Context: an optimization exercise on an open-source flow, tuned for a short achievable clock period and few clock cycles. The choices shown serve that exercise and are no tape-out recipe. The RTL was checked by simulation tests, not by an equivalence proof against the original design. Power and IR drop assume default switching activity.

===== run.sh =====
#!/bin/bash
# synth_recipe.tcl (not shown) runs the flow's synth.tcl, then flattens the netlist and writes it again
# the make line also repeats each setting of config.mk as NAME=value (left out here)
make -C /OpenROAD-flow-scripts/flow DESIGN_CONFIG=/design/flow/config.mk WORK_HOME=/design/flow/orfs CLKGATE_MAP_FILE= SYNTH_SCRIPT=/design/flow/synth_recipe.tcl finish

===== config.mk =====
export PLATFORM = sky130hd
export DESIGN_NAME = avion_core
export DESIGN_NICKNAME = avion_core
export VERILOG_FILES = /design/flow/design.v
export SDC_FILE = /design/flow/constraint.sdc
export NUM_CORES = 4
export LEC_CHECK = 0
export CAP_MARGIN = 20
export CORE_MARGIN = 2
export CORE_UTILIZATION = 40
export SLEW_MARGIN = 20

===== constraint.sdc =====
create_clock -name core_clock -period 10.0 [get_ports {clk}]
set_input_delay 2.0000 -clock core_clock [delete_from_list [all_inputs] [get_ports {clk}]]
set_output_delay 2.0000 -clock core_clock [all_outputs]
set_load 0.01 [all_outputs]

===== design.v =====
localparam [7:0] OP_PULSE       = 8'h01,
                 OP_STACK_INIT  = 8'h02,
                 OP_BIND_WRAP   = 8'h03,
                 OP_DEFER_ERR   = 8'h04,
                 OP_PURGE_EPOCH = 8'h05,
                 OP_SET_REG     = 8'h10,
                 OP_PUSH        = 8'h11,
                 OP_POP         = 8'h12,
                 OP_PRINT_STACK = 8'h13,
                 OP_TIME_PULSE  = 8'h20,
                 OP_CJUMP       = 8'h21,
                 OP_RETURN      = 8'hFF;
localparam [2:0] ST_RUNNING                = 3'd0,
                 ST_DONE_RETURN            = 3'd1,
                 ST_DONE_EXHAUSTED         = 3'd2,
                 ST_DONE_STOPPED           = 3'd3,
                 ST_FAIL_UNKNOWN_OPCODE    = 3'd4,
                 ST_FAIL_DECODE_TRUNCATION = 3'd5,
                 ST_FAIL_JUMP_OUT_OF_BOUNDS = 3'd6,
                 ST_FAIL_STACK_OVERFLOW    = 3'd7;
module avion_regfile (
    input  wire        clk,
    input  wire        rst,
    input  wire        we,
    input  wire [7:0]  widx,
    input  wire [15:0] wdata,
    input  wire [7:0]  ridx,
    output wire [15:0] rdata,
    input  wire [3:0]  dbg_idx,
    output wire [15:0] dbg_data
);
    reg [15:0] x [0:15];
    integer i;
    always @(posedge clk) begin
        if (rst) begin
            for (i = 0; i < 16; i = i + 1)
                x[i] <= 16'd0;
        end else if (we && widx < 8'd16) begin
            x[widx[3:0]] <= wdata;
        end
    end
    assign rdata    = (ridx < 8'd16) ? x[ridx[3:0]] : 16'd0;
    assign dbg_data = x[dbg_idx];
endmodule
module avion_stack (
    input  wire       clk,
    input  wire       rst,
    input  wire       push,
    input  wire       pop,
    input  wire       clear,
    input  wire [7:0] din,
    output reg  [5:0] sp,
    output wire [7:0] top,
    input  wire [4:0] dbg_idx,
    output wire [7:0] dbg_data
);
    reg [7:0] mem [0:31];
    always @(posedge clk) begin
        if (rst) begin
            sp <= 6'd0;
        end else if (clear) begin
            sp <= 6'd0;
        end else if (push) begin
            mem[sp[4:0]] <= din;
            sp <= sp + 6'd1;
        end else if (pop) begin
            sp <= sp - 6'd1;
        end
    end
    assign top      = mem[sp[4:0] - 5'd1];
    assign dbg_data = mem[dbg_idx];
endmodule
module avion_core (
    input  wire        clk,
    input  wire        rst,         
    input  wire [15:0] len,         
    output reg         mem_rd,
    output reg  [15:0] mem_addr,
    input  wire [7:0]  mem_data,
    input  wire        stop,        
    output wire        delay_req,   
    input  wire        delay_ack,
    output reg         ev_valid,
    output reg  [7:0]  ev_op,
    output reg  [7:0]  ev_a,
    output reg  [7:0]  ev_b,
    output reg  [7:0]  ev_c,
    output reg         ev_flag,
    output reg  [2:0]  status,
    output reg  [15:0] pc,
    output reg  [1:0]  epoch,
    output reg         ledger,
    output wire [5:0]  sp,
    input  wire [5:0]  dbg_sel,
    output wire [15:0] dbg_data
);
localparam [7:0] OP_PULSE       = 8'h01,
                 OP_STACK_INIT  = 8'h02,
                 OP_BIND_WRAP   = 8'h03,
                 OP_DEFER_ERR   = 8'h04,
                 OP_PURGE_EPOCH = 8'h05,
                 OP_SET_REG     = 8'h10,
                 OP_PUSH        = 8'h11,
                 OP_POP         = 8'h12,
                 OP_PRINT_STACK = 8'h13,
                 OP_TIME_PULSE  = 8'h20,
                 OP_CJUMP       = 8'h21,
                 OP_RETURN      = 8'hFF;
localparam [2:0] ST_RUNNING                = 3'd0,
                 ST_DONE_RETURN            = 3'd1,
                 ST_DONE_EXHAUSTED         = 3'd2,
                 ST_DONE_STOPPED           = 3'd3,
                 ST_FAIL_UNKNOWN_OPCODE    = 3'd4,
                 ST_FAIL_DECODE_TRUNCATION = 3'd5,
                 ST_FAIL_JUMP_OUT_OF_BOUNDS = 3'd6,
                 ST_FAIL_STACK_OVERFLOW    = 3'd7;
    localparam [2:0] S_CHECK   = 3'd0,
                     S_DECODE  = 3'd1,
                     S_OPERAND = 3'd2,
                     S_EXEC    = 3'd3,
                     S_DELAY   = 3'd4,
                     S_HALT    = 3'd5;
    reg  [2:0]  state;
    reg         run;
    reg  [7:0]  op;
    reg  [1:0]  nops;           
    reg  [1:0]  cnt;            
    reg  [7:0]  b1, b2, b3;
    reg        dec_known;
    reg [1:0]  dec_nops;
    always @(*) begin
        dec_known = 1'b1;
        dec_nops  = 2'd0;
        case (mem_data)
            OP_PULSE, OP_STACK_INIT, OP_BIND_WRAP, OP_DEFER_ERR,
            OP_PURGE_EPOCH, OP_POP, OP_PRINT_STACK, OP_TIME_PULSE,
            OP_RETURN:   dec_nops = 2'd0;
            OP_PUSH:     dec_nops = 2'd1;
            OP_SET_REG:  dec_nops = 2'd2;
            OP_CJUMP:    dec_nops = 2'd3;
            default:     dec_known = 1'b0;
        endcase
    end
    wire [16:0] last_byte = {1'b0, pc} + {15'd0, dec_nops};
    wire        truncated = last_byte >= {1'b0, len};
    wire [15:0] reg_rdata;
    wire [15:0] reg_dbg;
    reg         reg_we;
    avion_regfile u_regs (
        .clk    (clk),
        .rst    (rst),
        .we     (reg_we),
        .widx   (b1),
        .wdata  ({8'd0, b2}),
        .ridx   (b1),
        .rdata  (reg_rdata),
        .dbg_idx(dbg_sel[3:0]),
        .dbg_data(reg_dbg)
    );
    reg         stk_push, stk_pop, stk_clear;
    wire [7:0]  stk_top;
    wire [7:0]  stk_dbg;
    avion_stack u_stack (
        .clk    (clk),
        .rst    (rst),
        .push   (stk_push),
        .pop    (stk_pop),
        .clear  (stk_clear),
        .din    (b1),
        .sp     (sp),
        .top    (stk_top),
        .dbg_idx(dbg_sel[4:0]),
        .dbg_data(stk_dbg)
    );
    assign dbg_data = dbg_sel[5]      ? {8'd0, stk_dbg} :
                      !dbg_sel[4]     ? reg_dbg : 16'd0;
    wire [16:0] next_pc   = {1'b0, pc} + 17'd1 + {15'd0, nops};
    wire        cj_equal  = (reg_rdata == {8'd0, b2});
    wire signed [17:0] cj_target = $signed({1'b0, next_pc}) + $signed({{10{b3[7]}}, b3});
    wire        cj_oob    = cj_target < 0 || cj_target > $signed({2'b00, len});
    wire        push_full = (sp == 6'd32);
    wire [1:0]  epoch_base = (op == OP_PURGE_EPOCH) ? 2'd0 : epoch;
    assign delay_req = (state == S_DELAY);
    always @(*) begin
        mem_rd   = 1'b0;
        mem_addr = pc;
        case (state)
            S_CHECK: begin
                mem_rd   = run && (pc < len);
                mem_addr = pc;
            end
            S_DECODE: begin
                mem_rd   = dec_known && !truncated && dec_nops != 2'd0;
                mem_addr = pc + 16'd1;
            end
            S_OPERAND: begin
                mem_rd   = ({1'b0, cnt} + 3'd1) < {1'b0, nops};
                mem_addr = pc + {14'd0, cnt} + 16'd2;
            end
            default: ;
        endcase
    end
    always @(*) begin
        reg_we    = 1'b0;
        stk_push  = 1'b0;
        stk_pop   = 1'b0;
        stk_clear = 1'b0;
        if (state == S_EXEC) begin
            case (op)
                OP_SET_REG:    reg_we   = 1'b1;
                OP_PUSH:       stk_push = !push_full;
                OP_POP:        stk_pop  = (sp != 6'd0);
                OP_STACK_INIT: stk_clear = 1'b1;
                default: ;
            endcase
        end
    end
    always @(posedge clk) begin
        if (rst) begin
            state    <= S_CHECK;
            run      <= 1'b1;
            status   <= ST_RUNNING;
            pc       <= 16'd0;
            epoch    <= 2'd0;
            ledger   <= 1'b0;
            op       <= 8'd0;
            nops     <= 2'd0;
            cnt      <= 2'd0;
            b1       <= 8'd0;
            b2       <= 8'd0;
            b3       <= 8'd0;
            ev_valid <= 1'b0;
            ev_op    <= 8'd0;
            ev_a     <= 8'd0;
            ev_b     <= 8'd0;
            ev_c     <= 8'd0;
            ev_flag  <= 1'b0;
        end else begin
            ev_valid <= 1'b0;
            if (stop)
                run <= 1'b0;
            case (state)
                S_CHECK: begin
                    if (!run) begin
                        status <= ST_DONE_STOPPED;
                        state  <= S_HALT;
                    end else if (pc >= len) begin
                        status <= ST_DONE_EXHAUSTED;
                        state  <= S_HALT;
                    end else begin
                        state  <= S_DECODE;
                    end
                end
                S_DECODE: begin
                    op   <= mem_data;
                    nops <= dec_nops;
                    cnt  <= 2'd0;
                    b1   <= 8'd0;
                    b2   <= 8'd0;
                    b3   <= 8'd0;
                    if (!dec_known) begin
                        status <= ST_FAIL_UNKNOWN_OPCODE;
                        state  <= S_HALT;
                    end else if (truncated) begin
                        status <= ST_FAIL_DECODE_TRUNCATION;
                        state  <= S_HALT;
                    end else if (dec_nops == 2'd0) begin
                        state  <= S_EXEC;
                    end else begin
                        state  <= S_OPERAND;
                    end
                end
                S_OPERAND: begin
                    case (cnt)
                        2'd0: b1 <= mem_data;
                        2'd1: b2 <= mem_data;
                        default: b3 <= mem_data;
                    endcase
                    cnt <= cnt + 2'd1;
                    if (cnt + 2'd1 == nops)
                        state <= S_EXEC;
                end
                S_EXEC: begin
                    if (op == OP_CJUMP && cj_equal && cj_oob) begin
                        status <= ST_FAIL_JUMP_OUT_OF_BOUNDS;
                        state  <= S_HALT;
                    end else if (op == OP_PUSH && push_full) begin
                        status <= ST_FAIL_STACK_OVERFLOW;
                        state  <= S_HALT;
                    end else begin
                        ev_valid <= 1'b1;
                        ev_op    <= op;
                        ev_a     <= 8'd0;
                        ev_b     <= 8'd0;
                        ev_c     <= 8'd0;
                        ev_flag  <= 1'b0;
                        case (op)
                            OP_SET_REG: begin
                                ev_a <= b1;
                                ev_b <= b2;
                            end
                            OP_PUSH:
                                ev_a <= b1;
                            OP_POP: begin
                                ev_a    <= (sp != 6'd0) ? stk_top : 8'd0;
                                ev_flag <= (sp == 6'd0);
                            end
                            OP_PRINT_STACK: begin
                                ev_a <= {2'b00, sp};
                                ev_b <= (sp != 6'd0) ? stk_top : 8'd0;
                            end
                            OP_CJUMP: begin
                                ev_a    <= b1;
                                ev_b    <= b2;
                                ev_c    <= b3;
                                ev_flag <= cj_equal;
                            end
                            default: ;
                        endcase
                        if (op == OP_CJUMP && cj_equal)
                            pc <= cj_target[15:0];
                        else
                            pc <= next_pc[15:0];
                        if (epoch_base == 2'd3) begin
                            epoch  <= 2'd0;
                            ledger <= 1'b0;
                        end else begin
                            epoch  <= epoch_base + 2'd1;
                            if (op == OP_DEFER_ERR)
                                ledger <= 1'b1;
                        end
                        if (op == OP_RETURN) begin
                            status <= ST_DONE_RETURN;
                            state  <= S_HALT;
                        end else if (op == OP_TIME_PULSE) begin
                            state  <= S_DELAY;
                        end else begin
                            state  <= S_CHECK;
                        end
                    end
                end
                S_DELAY: begin
                    if (delay_ack)
                        state <= S_CHECK;
                end
                default: ;    
            endcase
        end
    end
endmodule

==> run notes <==
-- stage by stage --
| stage | area [sq um] | utilization, % | cells | hold WS [ns] |
|---|---|---|---|---|
| floorplan | 27000 | - | 2057 | 0.449 |
| finish | 30700 | 45.9 | 3038 | 0.472 |
| global route | 30700 | 45.9 | 3038 | 0.501 |
| CTS | 30700 | 45.8 | 3037 | 0.475 |
| global placement | 29000 | 43.3 | 2941 | 0.458 |
| detailed placement | 29000 | 43.3 | 2941 | 0.462 |
-- synth_stat cells (19+ instances only) --
library cell,n,share of area (%)
a211oi_1,31,0.86
a21oi_1,95,1.8
a22oi_1,29,0.81
and2_1,136,3.2
buf_1,19,0.26
clkbuf_1,104,1.4
dfxtp_1,106,7.9
edfxtp_1,384,43
ha_1,89,4.1
inv_1,55,0.77
mux2i_1,74,2.7
mux4_2,218,18
nand2_1,117,1.6
nand3_1,60,1.1
nor2_1,169,2.4
nor3_1,23,0.43
o21ai_0,55,1.0
xnor2_1,46,1.5
xor2_1,21,0.68
-- kinds of logic (layout without fill, tap and decap cells) --
group	after synthesis	count (layout)	share of synthesized area, %
xor gates and xnor gates	67	67	2.18
and+or+nand+nor	589	589	10.8
buffers and inverters	205	313	3.23
adders and majority gates	96	96	4.65
other	1	8	0.0139
AOI/OAI and AO/OA	304	304	7.34
DFF	490	490	50.6
muxes	298	298	21.2
-- routing by layer --
layer | vias to the layer above | track usage [%]
li1 | 8040 | -
met1 | 9267 | 30.6
met2 | 847 | 34.5
met3 | 121 | 5.61
met4 | 2 | 6.18
met5 | - | 0
-- cell type report --
type	instances	area [sq um]
Fill cell	5882	36200
Sequential cell	490	13700
Multi-Input combinational cell	1362	12500
Timing Repair Buffer	162	1530
Clock buffer	66	1440
Tap cell	873	1090
Clock inverter	30	243
Inverter	55	206
-- layout by cell type (no fill, tap or decap), drive strengths merged, types with 24 or more instances in the layout --
cell and instances:
xnor2 46, edfxtp 384, clkdlybuf4s50 117, buf 45, a211oi 34, nand3 60, nor2 169, mux4 218
a22oi 29, mux2i 74, clkinv 24, and2 136, dfxtp 106, nand2 117, ha 89, o21ai 60
clkbuf 66, inv 56, a21oi 95
-- worst max-delay path by stage --
stage	end	start	slack (ns)
after CTS	mem_rd	mem_data[7]	0.97
final	mem_rd	mem_data[7]	0.91
after detailed placement	mem_rd	mem_data[7]	0.99
after global placement	mem_rd	mem_data[7]	1.05
after floorplan	mem_rd	mem_data[7]	2.70
after global routing	mem_rd	mem_data[7]	0.65
-- state kept, by name, summed over array words and instances, names as in the netlist, 2 cells and up, named ones only --
signal,cells
b1,8
b2,8
b3,8
cnt,2
epoch,2
ev_a,8
ev_b,8
ev_c,8
ev_op,8
nops,2
op,8
pc,16
state,3
status,3
u_regs.x,128
u_stack.mem,256
u_stack.sp,6
-- where the power goes --
part           internal (mW)  switching (mW)  total, mW
Combinational          0.123           0.162      0.285
Clock                   1.10           0.819       1.92
Sequential              2.20          0.0250       2.23
Total                   3.42            1.01       4.43
-- critical path, cell delays in order --
cell and delay, ns:
clkdlybuf4s50_1 0.52, or3_1 0.44, nor3_1 0.23, and3_1 0.29, ha_1 0.22, fa_1 0.30, nand2_1 0.14, or2_2 0.35
xnor2_1 0.14, ha_1 0.30, and3_1 0.18, nand3_1 0.13, a211oi_1 0.08, o311a_1 0.36, nor3_1 0.39, a21oi_1 0.14
o21a_1 0.18, nor2_1 0.13, clkdlybuf4s50_1 0.56
==> flow_summary.yaml <==
floorplanning:
  floorplan.die.width_microns: 264
  dieArea_sq_mm: 0.0695
  pin_count: 130
  std_cell_rows: 95
  initial_utilization_pct: 40.3
  core_sq_mm: 0.0669
  die_h_microns: 264
global_route:
  antenna_found_initial: 1
  grt_pass1_wl_microns: 116000
  grt_max_degree: 81
  grt_overflow: 0
  grt_pass1_vias: 17900
  track_usage_pct: 22.1
yosys:
  yosys_register_bits: 490
  synth-edff-count: 384
  netlist_area_sq_mm: 0.0270
  ys.flop_type: "edfxtp_1"
  async_reset_ff_share_pct: 0
  ys_types: 69
  synth-seq-area-share_pct: 50.6
  postSynthAreaPerCell_sq_um: 13.2
  yosysWarnings: 3
  netlist_instances: 2050
timing:
  max_freq_ghz: 0.110
  tightest_slew_ns: 1.17
  rsz0062_at_grt: "no"
  maxSlewHeadroom_pct: 21.4
  setup_violations: 0
  fin_skew_ns: 0.0388
  fin_ws_ns: 0.911
  fin_crit_ns: 9.09
  slew_violations: 0
  fin_setup_tns_ns: 0
  finalHoldViolCount: 0
  post-route-period-util_pct: 90.9
clocking:
  clk_latency_ns: 0.61
  ctsHoldBuffers: 0
  cts_num_sinks: 490
  clk_pin_slew_ns: 0.06
  cts_max_level: 2
  cts_resized: 0
  cts_buffers: 53
  cts_setup_buffers: 0
  cts_tree: "yes"
  clk_path_buf_depth: 3
  root_buffer: "clkbuf_16"
critical_path:
  worstPathMaxFanout: 6
  cp-start-kind: "input port"
  path_class: "in -> out"
  r2r_end: "ledger$_SDFFE_PP0P_"
  r2r_start: "pc[0]$_SDFFE_PP0P_"
  reg2reg_depth: 23
  worst-endpoint-required_ns: 8.00
  critPathArrivalTime_ns: 7.09
  r2r_setup_slack_ns: 2.99
  endpoint_kind: "primary output"
placement:
  gp_congestion: 0.883
  hpwlAfterDp_microns: 54000
  portBuffers: 121
  post-place-ws_ns: 0.986
route:
  antenna_left: 0
  met3_length_microns: 7010
  met1_length_microns: 32900
  dr_wl_met2_microns: 36100
  first_pass_iters: 6
  postRouteWirelength_microns: 78200
  wl_per_cell_microns: 25.7
  post_drt_via_cell_ratio: 6.02
  drc: 0
  num_vias: 18300
  top_layer: "met5"
  first_iter_violations: 2047
worst_hold_path:
  whs_path_depth: 2
  hold_class: "reg -> reg"
  hp-start: "ev_c[6]$_SDFFE_PP0P_"
  holdPathEnd: "ev_c[6]$_SDFFE_PP0P_"
run_status:
  outcome: "complete, no violations"
power:
  ir_worst_vdd_v: 0.0000967
  powerDensity_mw_per_mm2: 144
  p_leak_nw: 10.4
  total_power_mw: 4.43
flow_run:
  max_cap_viol_count: 0
cells_and_area:
  drive_gt1_share_pct: 17.7
  diodes: 0
  final_nets: 2254
  area_growth_pct: 13.8
Testbench counts, summed over its fixed seeds: cycles 56,684.

==> afterwards: timing with drivers on the ports <==
The flow's constraints put no driver on any port. The routed layout listed below was extracted and timed again, unchanged, in two steps.
Step 1 sets driving cells, clkbuf_16 on the clock port and buf_2 on the other inputs (assumed; they add their load-dependent delay and slew).
Step 2 adds t to the input delays and takes it off the output delays; t is the mean of the earliest and latest rising clock arrival at the registers after step 1. Input paths then give back, and output paths get back, about the clock's delay inside the block.
Slacks: no drivers / after step 1 / after step 2; pairs: no drivers / after step 1.
shift t [ns]: 0.651
setup WS [ns]: 0.911 / 0.887 / 0.887
slew at the worst register clock pin (ns): 0.07 / 0.07
worst data-port slew with drivers (ns): 0.04
After both steps this run still meets setup and hold. The setup slack of this run moves by -0.024 ns with the drivers and by -0.024 ns with both steps.
